From an optimization exercise on the open Yosys and OpenROAD flow, aimed at a short achievable clock period and few clock cycles; shortcuts taken in it are not production practice.
In this exercise RTL edits were held to simulation tests only and were not proved equivalent to the original.
Power is estimated from default activity; no workload was simulated.

File: design/flow/design.v
module il_core (
    input  wire        clk,
    input  wire        rst,
    input  wire        start,
    input  wire [15:0] prog_len,
    output wire        busy,
    output wire [15:0] acc,
    output wire [15:0] last_line,
    output wire [4:0]  esp,
    output wire [4:0]  csp,
    output wire        prog_valid,
    output wire [15:0] prog_addr,
    input  wire        prog_ready,
    input  wire [15:0] prog_word,
    input  wire [15:0] prog_opr,
    output wire        mem_valid,
    output wire        mem_we,
    output wire [1:0]  mem_region,
    output wire [4:0]  mem_slot,
    output wire [15:0] mem_wdata,
    input  wire        mem_ready,
    input  wire [15:0] mem_rdata
);
    localparam [7:0] OP_NOP  = 8'd0,  OP_LOAD = 8'd1,  OP_STOR = 8'd2,
                     OP_SET  = 8'd3,  OP_RST  = 8'd4,  OP_AND  = 8'd5,
                     OP_OR   = 8'd6,  OP_XOR  = 8'd7,  OP_ADD  = 8'd8,
                     OP_SUB  = 8'd9,  OP_MUL  = 8'd10, OP_DIV  = 8'd11,
                     OP_GT   = 8'd12, OP_GE   = 8'd13, OP_EQ   = 8'd14,
                     OP_NE   = 8'd15, OP_LE   = 8'd16, OP_LT   = 8'd17,
                     OP_JUMP = 8'd18, OP_CALL = 8'd19, OP_RET  = 8'd20,
                     OP_CLOSE = 8'd21;
    localparam [2:0] S_IDLE  = 3'd0,
                     S_FETCH = 3'd1,
                     S_EXEC  = 3'd2,
                     S_MEM   = 3'd3,
                     S_ALU   = 3'd4,
                     S_DIV   = 3'd5;
    localparam D_LOAD = 1'b0,    
               D_BIN  = 1'b1;    
    localparam DEPTH = 20;
    reg [2:0]  state;
    reg [15:0] line;
    reg [15:0] plen;
    reg [15:0] ir;
    reg [15:0] opr;
    reg [15:0] acc_r;
    reg [15:0] last_line_r;
    reg [15:0] estk_w [0:DEPTH-1];
    reg [15:0] estk_a [0:DEPTH-1];
    reg [4:0]  esp_r;
    reg [15:0] edisc;
    reg [15:0] cstk [0:DEPTH-1];
    reg [4:0]  csp_r;
    reg        m_valid;
    reg        m_we;
    reg [1:0]  m_region;
    reg [4:0]  m_slot;
    reg [15:0] m_wdata;
    reg        m_inv;
    reg        m_dest;
    reg [7:0]  alu_op;
    reg [15:0] alu_a;
    reg [15:0] alu_b;
    reg [4:0]  div_cnt;
    reg [15:0] div_q;
    reg [15:0] div_r;
    wire [7:0] op_raw = ir[7:0];
    wire [7:0] op     = (op_raw > OP_CLOSE) ? OP_NOP : op_raw;
    wire       fi     = ir[8];
    wire       fn     = ir[9];
    wire       fc     = ir[10];
    wire       fg     = ir[11];
    wire       acc_nz = (acc_r != 16'd0);
    wire       cond   = acc_nz ^ fn;
    wire       gate   = !fc || cond;
    wire [15:0] line_inc = line + 16'd1;
    wire       is_binop = (op >= OP_AND) && (op <= OP_LT);
    wire [4:0]  etop   = esp_r - 5'd1;
    wire [15:0] top_w  = estk_w[etop];
    wire [15:0] top_a  = estk_a[etop];
    wire [7:0]  top_op = top_w[7:0];
    wire        top_n  = top_w[9];
    function [7:0] decode_addr;    
        input [15:0] a;
        reg   [15:0] s;
        begin
            decode_addr = 8'd0;
            if (a >= 16'd1 && a <= 16'd26) begin
                s = a - 16'd1;
                decode_addr = {1'b1, 2'd0, s[4:0]};
            end else if (a >= 16'd10001 && a <= 16'd10026) begin
                s = a - 16'd10001;
                decode_addr = {1'b1, 2'd1, s[4:0]};
            end else if (a >= 16'd30001 && a <= 16'd30026) begin
                s = a - 16'd30001;
                decode_addr = {1'b1, 2'd2, s[4:0]};
            end else if (a >= 16'd40001 && a <= 16'd40026) begin
                s = a - 16'd40001;
                decode_addr = {1'b1, 2'd3, s[4:0]};
            end
        end
    endfunction
    wire [15:0] maddr = (op == OP_CLOSE) ? acc_r : opr;
    wire [7:0]  dec   = decode_addr(maddr);
    wire        dec_ok = dec[7];
    wire        m_bit    = !m_region[1];
    wire [15:0] rd_value = m_bit ? {15'd0, mem_rdata[0] ^ m_inv}
                                 : (m_inv ? ~mem_rdata : mem_rdata);
    reg [15:0] alu_y;
    wire [31:0] prod = alu_a * alu_b;
    always @(*) begin
        case (alu_op)
            OP_AND: alu_y = alu_a & alu_b;
            OP_OR:  alu_y = alu_a | alu_b;
            OP_XOR: alu_y = alu_a ^ alu_b;
            OP_ADD: alu_y = alu_a + alu_b;
            OP_SUB: alu_y = alu_a - alu_b;
            OP_MUL: alu_y = prod[15:0];
            OP_GT:  alu_y = {15'd0, alu_a >  alu_b};
            OP_GE:  alu_y = {15'd0, alu_a >= alu_b};
            OP_EQ:  alu_y = {15'd0, alu_a == alu_b};
            OP_NE:  alu_y = {15'd0, alu_a != alu_b};
            OP_LE:  alu_y = {15'd0, alu_a <= alu_b};
            OP_LT:  alu_y = {15'd0, alu_a <  alu_b};
            default: alu_y = 16'd0;    
        endcase
    end
    wire [16:0] div_trial = {div_r, div_q[15]} - {1'b0, alu_b};
    task group_open;
        input [15:0] v;
        begin
            if (esp_r != DEPTH) begin
                estk_w[esp_r] <= ir;
                estk_a[esp_r] <= acc_r;
                esp_r <= esp_r + 5'd1;
                acc_r <= v;
            end else if (edisc != 16'hFFFF) begin
                edisc <= edisc + 16'd1;
            end
        end
    endtask
    task next_line;
        input [15:0] l;
        begin
            line  <= l;
            state <= S_FETCH;
        end
    endtask
    task start_alu;
        input [7:0]  o;
        input [15:0] a;
        input [15:0] b;
        input        neg;
        begin
            alu_op <= o;
            alu_a  <= a;
            alu_b  <= neg ? ~b : b;
            state  <= S_ALU;
        end
    endtask
    task start_write;
        input [15:0] v;
        input        inv;
        begin
            if (dec_ok) begin
                m_valid  <= 1'b1;
                m_we     <= 1'b1;
                m_region <= dec[6:5];
                m_slot   <= dec[4:0];
                if (!dec[6])
                    m_wdata <= {15'd0, (v != 16'd0) ^ inv};
                else
                    m_wdata <= inv ? ~v : v;
                state <= S_MEM;
            end else begin
                next_line(line_inc);
            end
        end
    endtask
    always @(posedge clk) begin
        if (rst) begin
            state       <= S_IDLE;
            line        <= 16'd0;
            plen        <= 16'd0;
            acc_r       <= 16'd0;
            esp_r       <= 5'd0;
            csp_r       <= 5'd0;
            edisc       <= 16'd0;
            last_line_r <= 16'd0;
            m_valid     <= 1'b0;
            m_we        <= 1'b0;
        end else begin
            case (state)
            S_IDLE: begin
                if (start) begin
                    line  <= 16'd0;
                    plen  <= prog_len;
                    state <= S_FETCH;
                end
            end
            S_FETCH: begin
                if (line >= plen) begin
                    last_line_r <= line;
                    state       <= S_IDLE;
                end else if (prog_ready) begin
                    ir    <= prog_word;
                    opr   <= prog_opr;
                    state <= S_EXEC;
                end
            end
            S_EXEC: begin
                case (op)
                OP_LOAD: begin
                    if (fg) begin
                        group_open(opr);
                        next_line(line_inc);
                    end else if (fi) begin
                        acc_r <= opr;
                        next_line(line_inc);
                    end else if (dec_ok) begin
                        m_valid  <= 1'b1;
                        m_we     <= 1'b0;
                        m_region <= dec[6:5];
                        m_slot   <= dec[4:0];
                        m_inv    <= fn;
                        m_dest   <= D_LOAD;
                        state    <= S_MEM;
                    end else begin
                        acc_r <= 16'd0;
                        next_line(line_inc);
                    end
                end
                OP_STOR: begin
                    if (fg) begin
                        group_open(opr);
                        next_line(line_inc);
                    end else begin
                        start_write(acc_r, fn);
                    end
                end
                OP_SET, OP_RST: begin
                    if (cond)
                        start_write((op == OP_SET) ? 16'd1 : 16'd0, 1'b0);
                    else
                        next_line(line_inc);
                end
                OP_JUMP: begin
                    next_line(gate ? opr : line_inc);
                end
                OP_CALL: begin
                    if (gate && csp_r != DEPTH) begin
                        cstk[csp_r] <= line_inc;
                        csp_r <= csp_r + 5'd1;
                        next_line(opr);
                    end else begin
                        next_line(line_inc);
                    end
                end
                OP_RET: begin
                    if (!gate) begin
                        next_line(line_inc);
                    end else if (csp_r != 5'd0) begin
                        csp_r <= csp_r - 5'd1;
                        next_line(cstk[csp_r - 5'd1]);
                    end else begin
                        next_line(16'hFFFF);
                    end
                end
                OP_CLOSE: begin
                    if (edisc != 16'd0) begin
                        edisc <= edisc - 16'd1;
                        next_line(line_inc);
                    end else if (esp_r == 5'd0) begin
                        next_line(line_inc);
                    end else begin
                        esp_r <= esp_r - 5'd1;
                        if (top_op == OP_LOAD) begin
                            if (dec_ok) begin
                                m_valid  <= 1'b1;
                                m_we     <= 1'b0;
                                m_region <= dec[6:5];
                                m_slot   <= dec[4:0];
                                m_inv    <= top_n;
                                m_dest   <= D_LOAD;
                                state    <= S_MEM;
                            end else begin
                                acc_r <= 16'd0;
                                next_line(line_inc);
                            end
                        end else if (top_op == OP_STOR) begin
                            acc_r <= top_a;
                            start_write(top_a, top_n);
                        end else if (top_op >= OP_AND && top_op <= OP_LT) begin
                            start_alu(top_op, top_a, acc_r, top_n);
                        end else begin
                            next_line(line_inc);
                        end
                    end
                end
                default: begin
                    if (is_binop) begin
                        if (fi) begin
                            if (fg) begin
                                group_open(opr);
                                next_line(line_inc);
                            end else begin
                                start_alu(op, acc_r, opr, fn);
                            end
                        end else if (dec_ok) begin
                            m_valid  <= 1'b1;
                            m_we     <= 1'b0;
                            m_region <= dec[6:5];
                            m_slot   <= dec[4:0];
                            m_inv    <= 1'b0;
                            m_dest   <= D_BIN;
                            state    <= S_MEM;
                        end else begin
                            if (fg) begin
                                group_open(16'd0);
                                next_line(line_inc);
                            end else begin
                                start_alu(op, acc_r, 16'd0, fn);
                            end
                        end
                    end else begin
                        next_line(line_inc);
                    end
                end
                endcase
            end
            S_MEM: begin
                if (mem_ready) begin
                    m_valid <= 1'b0;
                    if (m_we) begin
                        next_line(line_inc);
                    end else if (m_dest == D_LOAD) begin
                        acc_r <= rd_value;
                        next_line(line_inc);
                    end else if (fg) begin
                        group_open(rd_value);
                        next_line(line_inc);
                    end else begin
                        start_alu(op, acc_r, rd_value, fn);
                    end
                end
            end
            S_ALU: begin
                if (alu_op == OP_DIV) begin
                    if (alu_b == 16'd0) begin
                        acc_r <= 16'd0;
                        next_line(line_inc);
                    end else begin
                        div_q   <= alu_a;
                        div_r   <= 16'd0;
                        div_cnt <= 5'd0;
                        state   <= S_DIV;
                    end
                end else begin
                    acc_r <= alu_y;
                    next_line(line_inc);
                end
            end
            S_DIV: begin
                if (div_trial[16]) begin
                    div_r <= {div_r[14:0], div_q[15]};
                    div_q <= {div_q[14:0], 1'b0};
                end else begin
                    div_r <= div_trial[15:0];
                    div_q <= {div_q[14:0], 1'b1};
                end
                div_cnt <= div_cnt + 5'd1;
                if (div_cnt == 5'd15) begin
                    acc_r <= div_trial[16] ? {div_q[14:0], 1'b0}
                                           : {div_q[14:0], 1'b1};
                    next_line(line_inc);
                end
            end
            default: state <= S_IDLE;
            endcase
        end
    end
    assign busy       = (state != S_IDLE);
    assign acc        = acc_r;
    assign last_line  = last_line_r;
    assign esp        = esp_r;
    assign csp        = csp_r;
    assign prog_valid = (state == S_FETCH) && (line < plen);
    assign prog_addr  = line;
    assign mem_valid  = m_valid;
    assign mem_we     = m_we;
    assign mem_region = m_region;
    assign mem_slot   = m_slot;
    assign mem_wdata  = m_wdata;
endmodule
File: design/flow/run.sh
#!/bin/bash
# synth_recipe.tcl (not shown) runs the flow's synth.tcl, then flattens the netlist and writes it again
# the make line also repeats each setting of config.mk as NAME=value (left out here)
make -C /OpenROAD-flow-scripts/flow DESIGN_CONFIG=/design/flow/config.mk WORK_HOME=/design/flow/orfs CLKGATE_MAP_FILE= SYNTH_SCRIPT=/design/flow/synth_recipe.tcl finish
File: design/flow/config.mk
export PLATFORM = sky130hd
export DESIGN_NAME = il_core
export DESIGN_NICKNAME = il_core
export VERILOG_FILES = /design/flow/design.v
export SDC_FILE = /design/flow/constraint.sdc
export NUM_CORES = 4
export LEC_CHECK = 0
export CAP_MARGIN = 20
export CORE_MARGIN = 2
export CORE_UTILIZATION = 40
export SLEW_MARGIN = 20
File: design/flow/constraint.sdc
create_clock -name core_clock -period 8.0 [get_ports {clk}]
set_input_delay 1.6000 -clock core_clock [delete_from_list [all_inputs] [get_ports {clk}]]
set_output_delay 1.6000 -clock core_clock [all_outputs]
set_load 0.01 [all_outputs]
==> impl_metrics.toml <==
[cells_and_area]
final_area_um2 = 62300
layout.cells.non_filler = 6312
fillCellCount = 12200
drive_gt1_share_pct = 13.9
nets = 4734
final_util_pct = 45.9
syn_to_final_growth_pct = 13.5

[clock_network]
clk_pin_slew_ns = 0.06
insertion_delay_ns = 0.74
clock-root-buffer = "clkbuf_16"
htree_levels = 3
ctsResizeCount = 0
cts_tree = "built"
cts_sinks = 1045
clockBufferDepth = 3
cts_buffers = 108
cts_hold_buf = 0
post_cts_buffers = 0

[sta]
hold_viol_final = 0
setup_viol = 0
period_share_pct = 85.6
max_freq_mhz = 146
tightest_slew_ns = 1.22
rsz0062_at_grt = "false"
min_period_ns = 6.85
relSlewSlack_pct = 18.7
fin_skew_ns = 0.0432
maxSlewViolCount = 0
setup_tns_ns = 0

[power]
leakagePower_uw = 0.0216
totalPowerFinal_uw = 12800
combPwrFrac_pct = 12.6
seqPwrFrac_pct = 47.6
power.internal_uw = 9540
power_density_nw_per_um2 = 206
switchingPower_uw = 3280
switching_share_pct = 25.6
ir_drop_mv = 0.196
p_clk_share_pct = 39.7

[detailed_routing]
via_count = 37200
routed_wirelength_um = 164000
drt_iter0_markers = 4131
wl_per_cell_um = 26.0
drcViolationCount = 0
firstDrtPassIters = 5
ant_nets = 0
via_per_inst = 5.90

[floorplanning]
die_x_um = 374
num_rows = 135
dieArea_um2 = 140000
core_um2 = 136000
die_height_um = 374
start_util_pct = 40.4
num_io_pins = 154

[critical_path]
critical_path_arrival_ns = 7.46
timing.critical_path.cells = "clkinv_1 -> nor2_1 -> fa_1 -> fa_1 -> ha_1 -> fa_1 -> inv_1 -> fa_1 -> fa_1 -> inv_1 -> ha_1 -> a21bo_2 -> nand3_1 -> a41oi_1 -> xor2_1 -> o21ai_0 -> a2111oi_0 -> o31a_1 -> o32ai_1"
critPathCaptureType = "flip-flop"
critPathKind = "flip-flop to flip-flop"
cp_slowest_cell = "edfxtp_1"
startpoint_type = "flip-flop"
worst-path-max-fanout = 10
cp_common_cell = "fa_1"
cp.required_ns = 8.61
slowest_delay_ns = 0.80

[flow_run]
max-cap-violations = 0

[global_route]
grt_pass1_wl_um = 241000
grt_pass1_vias = 35900
grt_max_degree = 76
antenna_found_initial = 4
grt_use_total_pct = 23.0
grt_overflow = 0

[synthesis]
yosysTopAreaCell = "edfxtp_1"
synth_area_leaders = "edfxtp_1 52%, mux4_2 9.7%, dfxtp_1 3.5%"
synth_edf_count = 950
synthesis.nets = 4627
yosysTopAreaCellShare_pct = 52.0
ys_ff_latch = 1045
ys_types = 104
syn_area_per_cell_um2 = 12.7
syn_area_um2 = 54900
ys_warn_count = 1
ys_seq_area_share_pct = 55.4
async_reset_ff_share_pct = 0
synth_most_common_cell = "edfxtp_1"
synthFlopType = "edfxtp_1"
syn_inst = 4329
synth_commonest_cells = "950 x edfxtp_1, 432 x nand2_1, 327 x nor2_1, 236 x mux4_2, 222 x a21oi_1"

[placement]
dp_cells = 6106
dpl_cell_area_um2 = 58700
gp_congestion = 0.944
dp.final_hpwl_um = 109000
port_buffers = 149

[outcome]
status = "timing/DRC/antenna clean"

[min_path]
min_path_type = "flip-flop to flip-flop"
==> path summary, 6_finish.rpt <==
check	slack [ns]	end	start	cells past startpoint
setup reg to reg	1.15	acc_r[13]$_SDFFE_PP0P_	alu_b[2]$_DFFE_PP_	19
hold / removal	0.45	plen[13]$_SDFFE_PP0P_	plen[13]$_SDFFE_PP0P_	2
hold reg to reg	0.45	plen[13]$_SDFFE_PP0P_	plen[13]$_SDFFE_PP0P_	2
setup / recovery	1.15	acc_r[13]$_SDFFE_PP0P_	alu_b[2]$_DFFE_PP_	19
==> power by group through the flow <==
stage	clock network [uW]	registers, uW	logic (uW)
after global routing	5390	6100	1780
after floorplan	0	6170	1090
after detailed placement	0	6220	1590
after global placement	0	6220	1560
after CTS	5200	6100	1600
final	5090	6110	1620
==> layout by cell type, fill, tap and decap left out, drive strengths merged, types with 88 or more instances in the layout <==
master and n:
nor2 332, nor3 94, mux4 236, inv 225, buf 127, clkbuf 139, o21ai 208, clkdlybuf4s50 148
mux2i 88, ha 146, nand2 432, xnor2 138, dfxtp 95, a21oi 223, edfxtp 950
==> cells by family (layout without fill, tap and decap cells) <==
logic type / Yosys count / in the layout / share of synthesized area (%)
adders and majority gates: 229 / 229 / 6.36
muxes: 328 / 328 / 11.4
buffers and inverters: 500 / 701 / 3.63
other: 0 / 1 / 0
AOI/OAI and AO/OA: 804 / 804 / 9.49
DFF: 1045 / 1045 / 55.4
and+or+nand+nor: 1219 / 1219 / 10.4
xor gates and xnor gates: 204 / 204 / 3.31
==> per-layer routing <==
layer	part of all wire [%]	GRT usage (%)
met3	8.0	3.89
met5	0.0079	0
met4	3.8	8.84
met1	42	31.6
met2	47	36.6
==> final cells by class <==
| type | count | area, um2 | area share [%] |
|---|---|---|---|
| well taps | 1781 | 2230 | 3.58 |
| inverters | 222 | 833 | 1.34 |
| flip-flops and latches | 1045 | 30400 | 48.9 |
| diodes | 1 | 2.50 | 0.00402 |
| clock buffers | 139 | 2930 | 4.71 |
| clock inverters | 65 | 659 | 1.06 |
| repair buffers | 275 | 2460 | 3.95 |
| multi-input cells | 2784 | 22700 | 36.5 |
==> through the flow <==
step | setup WS [ns] | hold WS [ns]
2_1_floorplan | 1.27 | 0.436
3_3_place_gp | 1.28 | 0.446
3_5_place_dp | 1.18 | 0.448
4_1_cts | 1.21 | 0.456
5_1_grt | 0.816 | 0.473
6_report | 1.15 | 0.454
==> sequential cells by signal, indices dropped and copies added (netlist names), 8 cells and up <==
name / flops
alu_b: 16
estk_w: 180
opr: 16
estk_a: 320
plen: 16
edisc: 16
acc_r: 16
div_r: 16
last_line_r: 16
alu_op: 8
cstk: 320
ir: 12
m_wdata: 16
div_q: 16
alu_a: 16
line: 16
==> critical path: cells and delay by family (launching register included) <==
family | cells | cell delay (ns)
AO/OA/AOI/OAI | 6 | 1.48
AND/OR/NAND/NOR | 2 | 0.42
flip-flops | 1 | 0.80
XOR/XNOR | 1 | 0.33
buffers and inverters | 3 | 0.70
adder cells (fa/ha/maj) | 7 | 3.01
Testbench counts, summed over its fixed seeds: cycles 138,426.

## static timing again, ports no longer ideal
Ports are ideal in the flow. The routed layout listed here was re-timed in OpenROAD. Step 1 sets driving cells, clkbuf_16 on the clock port and buf_2 on the other inputs (assumed; they add their load-dependent delay and slew). Step 2 adds t to the input delays and takes it off the output delays; t is the mean of the earliest and latest rising clock arrival at the registers after step 1. Input paths then give back, and output paths get back, about the clock's delay inside the block. Three values: ideal, step 1, step 2; two values: the first two.
t (ns): 0.797
setup slack, ns: 1.154 / 1.154 / 1.154
clock arrival spread, ns: 0.043 / 0.044
worst register clock-pin slew, ns: 0.07 / 0.07
pins driven straight from the clock port: 1
After both steps this run still meets setup and hold. For this run, drivers alone change the setup slack by 0.000 ns; drivers and shift together by 0.000 ns.
